Context: an optimization exercise on an open-source flow, tuned for small area. The choices shown serve that exercise and are no tape-out recipe.
Function was checked by simulation only, so behaviour that the tests miss may differ from the original.
The flow treats the clock pin as an ideal source, which a real chip does not have.
Power and IR drop assume default switching activity.

==> willow <==
Design bms_frame_codec, start of the top module:
module bms_frame_codec (
    input  wire        clk,
    input  wire        rst,
    input  wire        op_valid,
    output wire        op_ready,
    input  wire [7:0]  op_code,
    input  wire [31:0] op_arg,
    input  wire        hin_valid,
    output wire        hin_ready,
    input  wire [7:0]  hin_data,
    output wire        res_valid,
    input  wire        res_ready,
    output wire [3:0]  res_code,
    output wire [31:0] res_data,
    output wire        hout_valid,
    input  wire        hout_ready,
    output wire [7:0]  hout_data,
    output wire        tx_valid,
    input  wire        tx_ready,
    output wire [7:0]  tx_data,
    input  wire        rx_valid,
    output wire        rx_ready,
    input  wire        rx_tmo,
    input  wire [7:0]  rx_data
);
export LEC_CHECK = 0
export CAP_MARGIN = 20
export CORE_MARGIN = 2
export CORE_UTILIZATION = 50
export PLACE_DENSITY = 0.9
export SLEW_MARGIN = 20
create_clock -name core_clock -period 10.0 [get_ports {clk}]
standard.sh (not shown) runs the stock make flow with config.mk's settings and CLKGATE_MAP_FILE= SYNTH_SCRIPT=/design/flow/synth_recipe.tcl, a recipe that flattens the netlist after the stock synthesis.
==> flow/flow/run.sh <==
#!/bin/bash
# Standard ORFS layout (the standard.sh), with these changes:
#  - port buffers: buf_1 cells;
#  - clock tree: clkbuf_16 buffers, no dummy loads, and the sink clustering
#    picked from a few candidates: after placement each candidate tree is
#    built on the placed design, and the one adding the least area whose
#    worst flip-flop clock-pin slew (placement parasitics) is at most
#    SLEW_CAP ns is used for the real clock tree. Each candidate is also
#    tried with its non-leaf clock buffers (those that drive clock buffers)
#    resized to clkbuf_8 or clkbuf_4 (flow/post_cts.tcl).
set -euo pipefail
BUF="BUFFER_PORTS_ARGS=-buffer_cell sky130_fd_sc_hd__buf_1"
BASE="-sink_clustering_enable -repair_clock_nets -dont_use_dummy_load -buf_list sky130_fd_sc_hd__clkbuf_16"
SLEW_CAP=0.120
RES=orfs/results/$FLOW_PLATFORM/bms_frame_codec/base

bash standard.sh "$BUF" place > flow_place.log 2>&1

CANDS=("-sink_clustering_size 36 -sink_clustering_max_diameter 100"
       "-sink_clustering_size 34 -sink_clustering_max_diameter 80"
       "-sink_clustering_size 33 -sink_clustering_max_diameter 90"
       "-sink_clustering_size 32 -sink_clustering_max_diameter 100"
       "-sink_clustering_size 32 -sink_clustering_max_diameter 80"
       "-sink_clustering_size 30 -sink_clustering_max_diameter 80"
       "-sink_clustering_size 28 -sink_clustering_max_diameter 100"
       "-sink_clustering_size 24 -sink_clustering_max_diameter 60")
NLBUFS=(sky130_fd_sc_hd__clkbuf_16 sky130_fd_sc_hd__clkbuf_8 sky130_fd_sc_hd__clkbuf_4)
pids=()
for i in "${!CANDS[@]}"; do
  for j in "${!NLBUFS[@]}"; do
    TRIAL_DB=$RES/3_place.odb TRIAL_SDC=$RES/3_place.sdc TRIAL_CTS_ARGS="$BASE ${CANDS[$i]}" \
      TRIAL_NLBUF=${NLBUFS[$j]} \
      openroad -no_init -threads 1 -exit flow/cts_trial.tcl > flow_cts_trial_${i}_$j.log 2>&1 &
    pids+=($!)
    if (( ${#pids[@]} >= NUM_CORES )); then wait "${pids[0]}" || true; pids=("${pids[@]:1}"); fi
  done
done
wait || true

best=""; best_nl=""; best_area=""
for i in "${!CANDS[@]}"; do
  for j in "${!NLBUFS[@]}"; do
    r=$(grep -h "^TRIAL_RESULT" flow_cts_trial_${i}_$j.log | tail -1 || true)
    [[ -z "$r" ]] && continue
    area=$(echo "$r" | awk '{print $2}'); slew=$(echo "$r" | awk '{print $3}')
    echo "candidate $i/$j: ${CANDS[$i]} ${NLBUFS[$j]} area $area slew $slew" >> flow_cts_pick.log
    if awk -v s="$slew" -v c="$SLEW_CAP" 'BEGIN{exit !(s <= c)}'; then
      if [[ -z "$best" ]] || awk -v a="$area" -v b="$best_area" 'BEGIN{exit !(a < b)}'; then
        best=$i; best_nl=$j; best_area=$area
      fi
    fi
  done
done
if [[ -z "$best" ]]; then best=$(( ${#CANDS[@]} - 1 )); best_nl=0; fi
echo "picked $best/$best_nl: ${CANDS[$best]} ${NLBUFS[$best_nl]}" >> flow_cts_pick.log

NLBUF=${NLBUFS[$best_nl]} bash standard.sh "$BUF" "CTS_ARGS=$BASE ${CANDS[$best]}" \
  "POST_CTS_TCL=$PWD/flow/post_cts.tcl" finish > flow_make.log 2>&1
==> flow/flow/cts_trial.tcl <==
# Trial clock tree on the placed design. Prints the cell area the tree adds
# and the worst flip-flop clock-pin slew under placement parasitics.
set P $::env(FLOW_HOME)/platforms/$::env(FLOW_PLATFORM)
read_liberty $P/lib/sky130_fd_sc_hd__tt_025C_1v80.lib
read_db $::env(TRIAL_DB)
read_sdc $::env(TRIAL_SDC)
source $P/setRC.tcl
proc cell_area {} {
  set a 0
  foreach inst [[ord::get_db_block] getInsts] {
    set m [$inst getMaster]
    set a [expr {$a + [$m getWidth] * [$m getHeight] / 1e6}]
  }
  return $a
}
set a0 [cell_area]
clock_tree_synthesis {*}$::env(TRIAL_CTS_ARGS)
set ::env(NLBUF) $::env(TRIAL_NLBUF)
source [file dirname [info script]]/post_cts.tcl
set a1 [cell_area]
detailed_placement
estimate_parasitics -placement
set worst 0
foreach pin [get_pins -hierarchical */CLK] {
  foreach e {rise fall} {
    foreach a {max min} {
      set s [get_property $pin slew_${a}_$e]
      if {$s > $worst} { set worst $s }
    }
  }
}
puts "TRIAL_RESULT [format %.1f [expr {$a1 - $a0}]] [format %.4f $worst]"
==> flow/flow/post_cts.tcl <==
# Resize the clock tree's non-leaf buffers (the ones that drive other clock
# buffers, not flip-flops) to $::env(NLBUF).
if {[info exists ::env(NLBUF)] && $::env(NLBUF) ne ""} {
  foreach i [get_cells clkbuf_*] {
    if {![string match clkbuf_leaf_* [get_full_name $i]]} {
      replace_cell $i $::env(NLBUF)
    }
  }
}
==> inputs of onyx, as changes to willow <==
--- a/flow/design.v
+++ b/flow/design.v
@@ -47,23 +47,23 @@
     localparam [3:0] S_RX_PRE  = 4'd3;      
     localparam [3:0] S_RX_SYNC = 4'd4;      
     localparam [3:0] S_RX_HDR  = 4'd5;      
     localparam [3:0] S_RX_PAY  = 4'd6;      
     localparam [3:0] S_RES     = 4'd7;      
     localparam [3:0] S_RESP    = 4'd8;      
     localparam [3:0] S_POUT    = 4'd9;      
-    localparam [3:0] S_POUTF   = 4'd10;     
     localparam [1:0] X_OK = 2'd0, X_NP = 2'd1, X_BI = 2'd2, X_BO = 2'd3;
     reg [3:0]  st;
     reg [1:0]  xc;
     reg [31:0] h;         
     reg [7:0]  cnt;
     reg [7:0]  crc_acc;
-    reg [7:0]  crc_w;     
+    reg [7:0]  crc_w;
     reg [7:0]  ph;        
+    reg        hv;
     reg [2039:0] ring;    
     wire [7:0] len = h[31:24];
     wire       at_len = (cnt == len);
     wire       aligned = (ph == cnt);
     wire in_rx = (st == S_RX_PRE) || (st == S_RX_SYNC) || (st == S_RX_HDR) || (st == S_RX_PAY);
     reg [7:0] tx_b;
     always @(*) begin
@@ -76,22 +76,23 @@
     assign tx_valid   = (st == S_TX_HDR) || ((st == S_TX_PAY) && (at_len || hin_valid));
     assign tx_data    = tx_b;
     assign hin_ready  = (st == S_TX_PAY) && !at_len && tx_ready;
     assign rx_ready   = in_rx && (st != S_RX_PAY || at_len || aligned);
     assign res_valid  = (st == S_RES) || (st == S_RESP);
     assign res_code   = {xc[1] & xc[0], 1'b0, xc[1] ^ xc[0], xc[1]};
     assign res_data   = h;
-    assign hout_valid = (st == S_POUTF);
-    assign hout_data  = crc_w;
+    assign hout_valid = hv;
+    assign hout_data  = h[7:0];
     wire tx_take = tx_valid && tx_ready;
     wire rx_take = rx_valid && rx_ready;
     wire wr      = rx_take && !rx_tmo && (st == S_RX_PAY) && !at_len;
-    wire [7:0] crc_acc_next, crc_w_next;
-    bms_crc8_step u_crc_acc (.crc_in(crc_acc), .data_in(op_arg[7:0]), .crc_out(crc_acc_next));
-    bms_crc8_step u_crc_w   (.crc_in(crc_w),   .data_in(in_rx ? rx_data : tx_b), .crc_out(crc_w_next));
+    wire [7:0] crc_x = (st == S_IDLE) ? (crc_acc ^ op_arg[7:0]) : (crc_w ^ (in_rx ? rx_data : tx_b));
+    wire [7:0] crc_next;
+    bms_crc8_step u_crc (.crc_in(crc_x), .data_in(8'h00), .crc_out(crc_next));
+    wire [7:0] crc_acc_next = crc_next, crc_w_next = crc_next;
     always @(posedge clk) begin
         ring <= {ring[2031:0], ring[2039:2032]};
         if (wr)
             ring[15:8] <= rx_data;
     end
     always @(posedge clk) begin
         if (rst || ph == 8'd254)
@@ -99,14 +100,15 @@
         else
             ph <= ph + 8'd1;
     end
     always @(posedge clk) begin
         if (rst) begin
             st      <= S_IDLE;
             crc_acc <= 8'h00;
+            hv      <= 1'b0;
         end else begin
             case (st)
             S_IDLE: if (op_valid) begin
                 cnt   <= 8'd3;
                 crc_w <= 8'h00;
                 xc    <= X_OK;
                 st    <= S_RES;
@@ -181,15 +183,15 @@
                             cnt <= 8'd0;
                             st  <= S_RX_PAY;
                         end
                     end
                     default: begin  
                         if (at_len) begin
                             cnt <= 8'd0;
-                            if (rx_data == crc_w) begin
+                            if (crc_w_next == 8'h00) begin
                                 st <= S_RESP;
                             end else begin
                                 xc <= X_NP;
                                 h  <= 32'd3;
                                 st <= S_RES;
                             end
                         end else begin
@@ -199,23 +201,22 @@
                     end
                     endcase
                 end
             end
             S_RES: if (res_ready) st <= S_IDLE;
             S_RESP: if (res_ready) st <= S_POUT;
             default: begin  
-                if (st == S_POUT || hout_ready) begin
-                    if (at_len) begin
-                        st <= S_IDLE;
-                    end else if (aligned) begin
-                        crc_w  <= ring[7:0];
-                        st     <= S_POUTF;
-                        cnt    <= cnt + 8'd1;
-                    end else begin
-                        st <= S_POUT;
-                    end
+                if ((!hv || hout_ready) && at_len) begin
+                    hv <= 1'b0;
+                    st <= S_IDLE;
+                end else if ((!hv || hout_ready) && aligned) begin
+                    h[7:0] <= ring[7:0];
+                    hv     <= 1'b1;
+                    cnt    <= cnt + 8'd1;
+                end else if (hout_ready) begin
+                    hv <= 1'b0;
                 end
             end
             endcase
         end
     end
 endmodule
==> flow/flow/run.sh (replaced) <==
#!/bin/bash
# Standard ORFS layout (the standard.sh), with these changes:
#  - port buffers: buf_1 cells;
#  - clock tree: clkbuf_16 buffers, no dummy loads, and the sink clustering
#    picked from a few candidates: after placement each candidate tree is
#    built on the placed design, and the one adding the least area whose
#    worst flip-flop clock-pin slew (placement parasitics) is at most
#    SLEW_CAP ns is used for the real clock tree;
#  - after global routing, cells on paths with positive slack are downsized
#    (RECOVER_POWER=100).
set -euo pipefail
BUF="BUFFER_PORTS_ARGS=-buffer_cell sky130_fd_sc_hd__buf_1"
BASE="-sink_clustering_enable -repair_clock_nets -dont_use_dummy_load -buf_list sky130_fd_sc_hd__clkbuf_16"
SLEW_CAP=0.118
RES=orfs/results/$FLOW_PLATFORM/bms_frame_codec/base

bash standard.sh "$BUF" place > flow_place.log 2>&1

CANDS=("-sink_clustering_size 34 -sink_clustering_max_diameter 80"
       "-sink_clustering_size 32 -sink_clustering_max_diameter 80"
       "-sink_clustering_size 32 -sink_clustering_max_diameter 60"
       "-sink_clustering_size 30 -sink_clustering_max_diameter 80"
       "-sink_clustering_size 28 -sink_clustering_max_diameter 100"
       "-sink_clustering_size 24 -sink_clustering_max_diameter 60")
pids=()
for i in "${!CANDS[@]}"; do
  TRIAL_DB=$RES/3_place.odb TRIAL_SDC=$RES/3_place.sdc TRIAL_CTS_ARGS="$BASE ${CANDS[$i]}" \
    openroad -no_init -threads 1 -exit flow/cts_trial.tcl > flow_cts_trial_$i.log 2>&1 &
  pids+=($!)
  if (( ${#pids[@]} >= NUM_CORES )); then wait "${pids[0]}" || true; pids=("${pids[@]:1}"); fi
done
wait || true

best=""; best_area=""
for i in "${!CANDS[@]}"; do
  r=$(grep -h "^TRIAL_RESULT" flow_cts_trial_$i.log | tail -1 || true)
  [[ -z "$r" ]] && continue
  area=$(echo "$r" | awk '{print $2}'); slew=$(echo "$r" | awk '{print $3}')
  echo "candidate $i: ${CANDS[$i]} area $area slew $slew" >> flow_cts_pick.log
  if awk -v s="$slew" -v c="$SLEW_CAP" 'BEGIN{exit !(s <= c)}'; then
    if [[ -z "$best" ]] || awk -v a="$area" -v b="$best_area" 'BEGIN{exit !(a < b)}'; then
      best=$i; best_area=$area
    fi
  fi
done
[[ -z "$best" ]] && best=$(( ${#CANDS[@]} - 1 ))
echo "picked $best: ${CANDS[$best]}" >> flow_cts_pick.log

bash standard.sh "$BUF" "CTS_ARGS=$BASE ${CANDS[$best]}" RECOVER_POWER=100 finish > flow_make.log 2>&1
--- a/flow/flow/cts_trial.tcl
+++ b/flow/flow/cts_trial.tcl
@@ -11,16 +11,14 @@
     set m [$inst getMaster]
     set a [expr {$a + [$m getWidth] * [$m getHeight] / 1e6}]
   }
   return $a
 }
 set a0 [cell_area]
 clock_tree_synthesis {*}$::env(TRIAL_CTS_ARGS)
-set ::env(NLBUF) $::env(TRIAL_NLBUF)
-source [file dirname [info script]]/post_cts.tcl
 set a1 [cell_area]
 detailed_placement
 estimate_parasitics -placement
 set worst 0
 foreach pin [get_pins -hierarchical */CLK] {
   foreach e {rise fall} {
     foreach a {max min} {
removed: flow/flow/post_cts.tcl
==> qor summary <==
Status: onyx finished with violations; willow complete, no violations
Violated checks: onyx max-capacitance violations, max-slew violations; willow -
RR Startpoint: onyx cnt[0]; willow cnt[3]
Final weighted congestion in routability-driven placement: onyx 0.945; willow 0.930
Iteration-0 DRC Markers: onyx 1825; willow 1811
Slowest stage delay, CP: onyx 0.92 ns; willow 0.86 ns
Peak-usage layer in the global routing report: onyx met1; willow met2
Fillers: onyx 6923; willow 6662
Clk slew on worst S/H paths: onyx 0.11 ns; willow 0.12 ns
Clock network share of area: onyx 0.0393; willow 0.0361
Count of placed standard cells including taps: onyx 4033; willow 3935
Source-to-sink clock delay at the later pin of the worst-skew pair: onyx 0.67 ns; willow 0.65 ns
Multi-input combinational gate total: onyx 521; willow 489
Pre-CTS setup slack: onyx 4.04 ns; willow 4.86 ns
Global routing usage on met3: onyx 0.0354; willow 0.0259
Instance count on the critical path: onyx 14; willow 7
Count of inverters not on the clock network in the layout: onyx 23; willow 21
Post-synthesis xor/xnor area fraction: onyx 0.0105; willow 0.0167
Max FO, Critical Path: onyx 24; willow 19
Number of global-route vias before repair: onyx 18500; willow 18900
Post-synthesis mux area share: onyx 0.00403; willow 0.00303
Layout buffering overhead excluding clock cells: onyx 0.0107; willow 0.0103
Per-cell routed wire length: onyx 17.4 µm; willow 17.5 µm
Share of the final layout cell area in multi-input gates: onyx 0.0682; willow 0.0651
Total power after layout: onyx 14.0 mW; willow 13.7 mW
Worst clock skew on the final layout: onyx 0.0754 ns; willow 0.0493 ns
Number of antenna violations at the first check in global routing: onyx 9; willow 1
Final nets: onyx 2944; willow 2895

[separate check: timing with driven ports]
Ports are ideal in the flow. The routed layouts listed here were re-timed in OpenROAD.
Step 1 sets driving cells, clkbuf_16 on the clock port and buf_2 on the other inputs (assumed; they add their load-dependent delay and slew).
Step 2 adds t to the input delays and takes it off the output delays; t is the mean of the earliest and latest rising clock arrival at the registers after step 1. Input paths then give back, and output paths get back, about the clock's delay inside the block.
Three values: ideal, step 1, step 2; two values: the first two.
run	t, ns	slack for setup (ns)	worst setup path after step 2	pins driven straight from the clock port
willow	0.678	4.452 / 4.392 / 5.071	register to output	1
onyx	0.682	3.754 / 3.747 / 3.568	input to register	1
For onyx, which loses most, drivers alone change the setup slack by -0.007 ns; drivers and shift together by -0.186 ns.
